From an optimization exercise on the open Yosys and OpenROAD flow, aimed at small area, a short achievable clock period and few clock cycles; shortcuts taken in it are not production practice. Where RTL was checked, it was by simulation tests only, not by an equivalence proof against the original. Power figures rest on the tool's default switching activity, not on a simulated workload.

Setup of job 1632:
Design prc, start of the top module:
module prc (
    input  wire        clk,
    input  wire        rst,             
    input  wire        op_valid,
    input  wire [31:0] op_word,
    output wire        op_ready,
    output reg         resp_valid,
    output reg  [3:0]  resp_code,
    output reg  [15:0] resp_data,
    output reg         ev_pot_write,    
    output reg         ev_gen_freq,     
    output reg         ev_gen_on,       
    output reg         ev_gen_off,      
    output reg         ev_adc_restart,  
    output reg         ev_announce,     
    output wire        out_en,
    output wire [7:0]  pot_pos,
    output wire [15:0] gen_freq
);
export LEC_CHECK = 0
export CAP_MARGIN = 20
export CORE_MARGIN = 2
export CORE_UTILIZATION = 40
export PLACE_DENSITY = 0.6
export SLEW_MARGIN = 20
create_clock -name core_clock -period 12.0 [get_ports {clk}]
run.sh (not shown) runs the stock make flow with config.mk's settings and CLKGATE_MAP_FILE= SYNTH_SCRIPT=/design/flow/synth_recipe.tcl, a recipe that flattens the netlist after the stock synthesis.
Modified inputs, job 8021 compared to job 1632
--- a/flow/design.v
+++ b/flow/design.v
@@ -71,29 +71,31 @@
     reg        pe_s2, pe_s3;    
     reg [31:0] adc_sum;
     reg        adc_sat;
     reg [1:0]  adc_ext;         
     reg [15:0] adc_cnt;
     reg        busy;
     reg [5:0]  tcnt;
     reg        m_f, m_a, m_h, m_d, m_pa, m_c, m_pp, m_l, q_d;
     reg        f_ovf, no_pwm, no_adc, p_ovf;
     reg [6:0]  p_r;
+    reg [6:0]  p_xr;            
+    reg [10:0] p_xa;            
     localparam [3:0] C_SETFREQ = 4'd1, C_SETPWR = 4'd2, C_SETRUN = 4'd3, C_SETCTL = 4'd4,
                      C_SETBIND = 4'd5, C_TURNON = 4'd6, C_TURNOFF = 4'd7, C_SETESTOP = 4'd8,
                      C_SETPOS = 4'd9, C_READREG = 4'd10, C_TICK = 4'd11, C_PWMEDGE = 4'd12,
                      C_ADCDONE = 4'd13, C_INEDGE = 4'd14;
     reg        ir_valid;
     reg [3:0]  ir_code;
     reg [5:0]  ir_f;            
     reg [15:0] ir_imm;          
-    assign op_ready = !busy && !(ir_valid && (ir_code == C_TICK));
+    assign op_ready = (!busy || m_l) && !(ir_valid && (ir_code == C_TICK));
     assign out_en   = st_en;
     assign pot_pos  = {1'b0, st_pos};
     assign gen_freq = cfg_freq;
     wire [7:0]  i_op  = op_word[31:24];
     wire        i_b16 = op_word[16];
     wire        i_idok = op_word[20] ^ op_word[21];
     wire        i_z2317 = (op_word[23:17] == 7'd0);
     wire        i_z2322 = (op_word[23:22] == 2'd0);
     wire        i_zimm  = (op_word[15:0] == 16'd0);
     reg  [3:0]  i_code;
@@ -199,23 +201,23 @@
     wire        sa_q  = !sa_s[32];
     wire [16:0] av_sh = {adc_ext, adc_sum[31:17]};
     wire [17:0] av_s  = {1'b0, av_sh} - {2'b0, adc_cnt};
     wire        av_q  = !av_s[17];
     wire [15:0] av_r  = av_q ? av_s[15:0] : av_sh[15:0];
     wire [6:0]  on_r;
     wire [17:0] on_q;
     prc_div u_on (
         .b     (q_d),
         .r_in  (p_r),
-        .x_r   (m_pp ? adc_sum[6:0] : 7'd3),
+        .x_r   (p_xr),
         .q_in  (st_pwr),
-        .x_a   (m_pp ? adc_cnt[10:0] : 11'd0),
+        .x_a   (p_xa),
         .r_out (on_r),
         .q_out (on_q)
     );
     wire [16:0] avg      = adc_sum[16:0];
     wire        cur_zero = no_adc || (avg <= 17'd512);
     wire        cur_sat  = adc_sum[17] || (avg >= 17'd66048);
     wire [16:0] avg_m    = avg - 17'd512;
     wire        r_lo     = (p_r < 7'd36);
     wire [15:0] cur_v    = cur_zero ? 16'd0 : cur_sat ? 16'hFFFF : avg_m[15:0];
     wire [10:0] cur_a    = cur_zero ? 11'd0 : cur_sat ? 11'd1572 :
@@ -344,20 +346,22 @@
             end
             if (op_tick) begin
                 busy   <= 1'b1;
                 tcnt   <= 6'd0;
                 m_f <= 1'b1; m_a <= 1'b1; m_h <= 1'b0; m_d <= 1'b0;
                 m_pa <= 1'b0; m_c <= 1'b0; m_pp <= 1'b0; m_l <= 1'b0;
                 no_adc <= (adc_cnt == 16'd0);
                 if (adc_sat) adc_sum <= 32'hFFFFFFFF;
                 st_pwr <= 16'd0;
                 p_r    <= 7'd0;
+                p_xr   <= 7'd3;
+                p_xa   <= 11'd0;
             end
             if (busy) begin
                 tcnt <= tn;
                 m_f  <= (tn <= 6'd16);
                 m_a  <= (tn <= 6'd17);
                 m_h  <= (tn >= 6'd17) && (tn <= 6'd23);
                 m_d  <= (tn >= 6'd24) && (tn <= 6'd33);
                 m_pa <= (tn >= 6'd1) && (tn <= 6'd18);
                 m_c  <= (tn == 6'd19);
                 m_pp <= (tn >= 6'd25) && (tn <= 6'd34);
@@ -386,22 +390,22 @@
             if (m_a) begin
                 {adc_ext, adc_sum[31:18]} <= av_r;
                 adc_sum[17:0] <= {adc_sum[16:0], av_q};
             end
             if (m_pa) begin
                 st_pwr <= on_q[15:0];
                 p_r    <= on_r;
             end
             if (m_c) begin
                 st_cur        <= cur_v;
-                adc_cnt[10:0] <= cur_a;
-                adc_sum[6:0]  <= cur_r;
+                p_xa          <= cur_a;
+                p_xr          <= cur_r;
                 st_pwr        <= 16'd0;
                 p_r           <= 7'd0;
                 p_ovf         <= 1'b0;
             end
             if (m_pp) begin
                 st_pwr <= on_q[15:0];
                 p_r    <= on_r;
                 if (on_q[17:16] != 2'd0) p_ovf <= 1'b1;
             end
             if (m_l) begin
Job 8021 ends up with a fraction of power consumed by sequential logic that is 1.2 points higher than in job 1632. Of the two candidates, job 1632 has the worse worst-case setup margin in the final layout and job 8021 the better one. Job 8021 vs job 1632: number of synthesized register bits up by a few percent. Job 8021 vs job 1632, category of the most critical setup path: flop to output port vs flop to flop. Job 8021 vs job 1632 on storage element area: job 8021 is the higher one. Diff job 1632 -> job 8021: filler cell count moved up; ratio of routed vias to standard cells moved down; fraction of met1 tracks used by global routing moved down; minimum hold slack level; detailed placer's ending HPWL moved down. The post-detailed-routing wire length in job 8021 sits 3.0% below the value recorded for job 1632. Multi-input gate count: job 1632 vs job 8021, no meaningful difference. Utilization essentially unchanged between job 8021 and job 1632.
Testbench counts of job 8021, summed over its fixed seeds: cycles 57,204.
For job 1632, only the layout was checked, not whether the RTL still works.

==> afterwards: timing with drivers on the ports <==
The flow's constraints put no driver on any port. The routed layouts listed below were extracted and timed again, unchanged, in two steps.
Step 1 assumes that a clkbuf_16 drives the clock port and a buf_2 every other input.
Step 2 also shifts input and output timing later by t, the mid clock arrival at the registers, as if the neighbouring blocks saw the same clock.
Three values: ideal ports, drivers, drivers and shift; two values: the first two.
run | shift t [ns] | setup slack, ns | latest minus earliest clock arrival (ns) | cell pins on the clock port's net
job 1632 | 0.667 | 6.223 / 6.223 / 6.223 | 0.035 / 0.035 | 1
job 8021 | 0.667 | 6.749 / 6.686 / 6.939 | 0.035 / 0.035 | 1
After both steps every run listed still meets setup and hold.
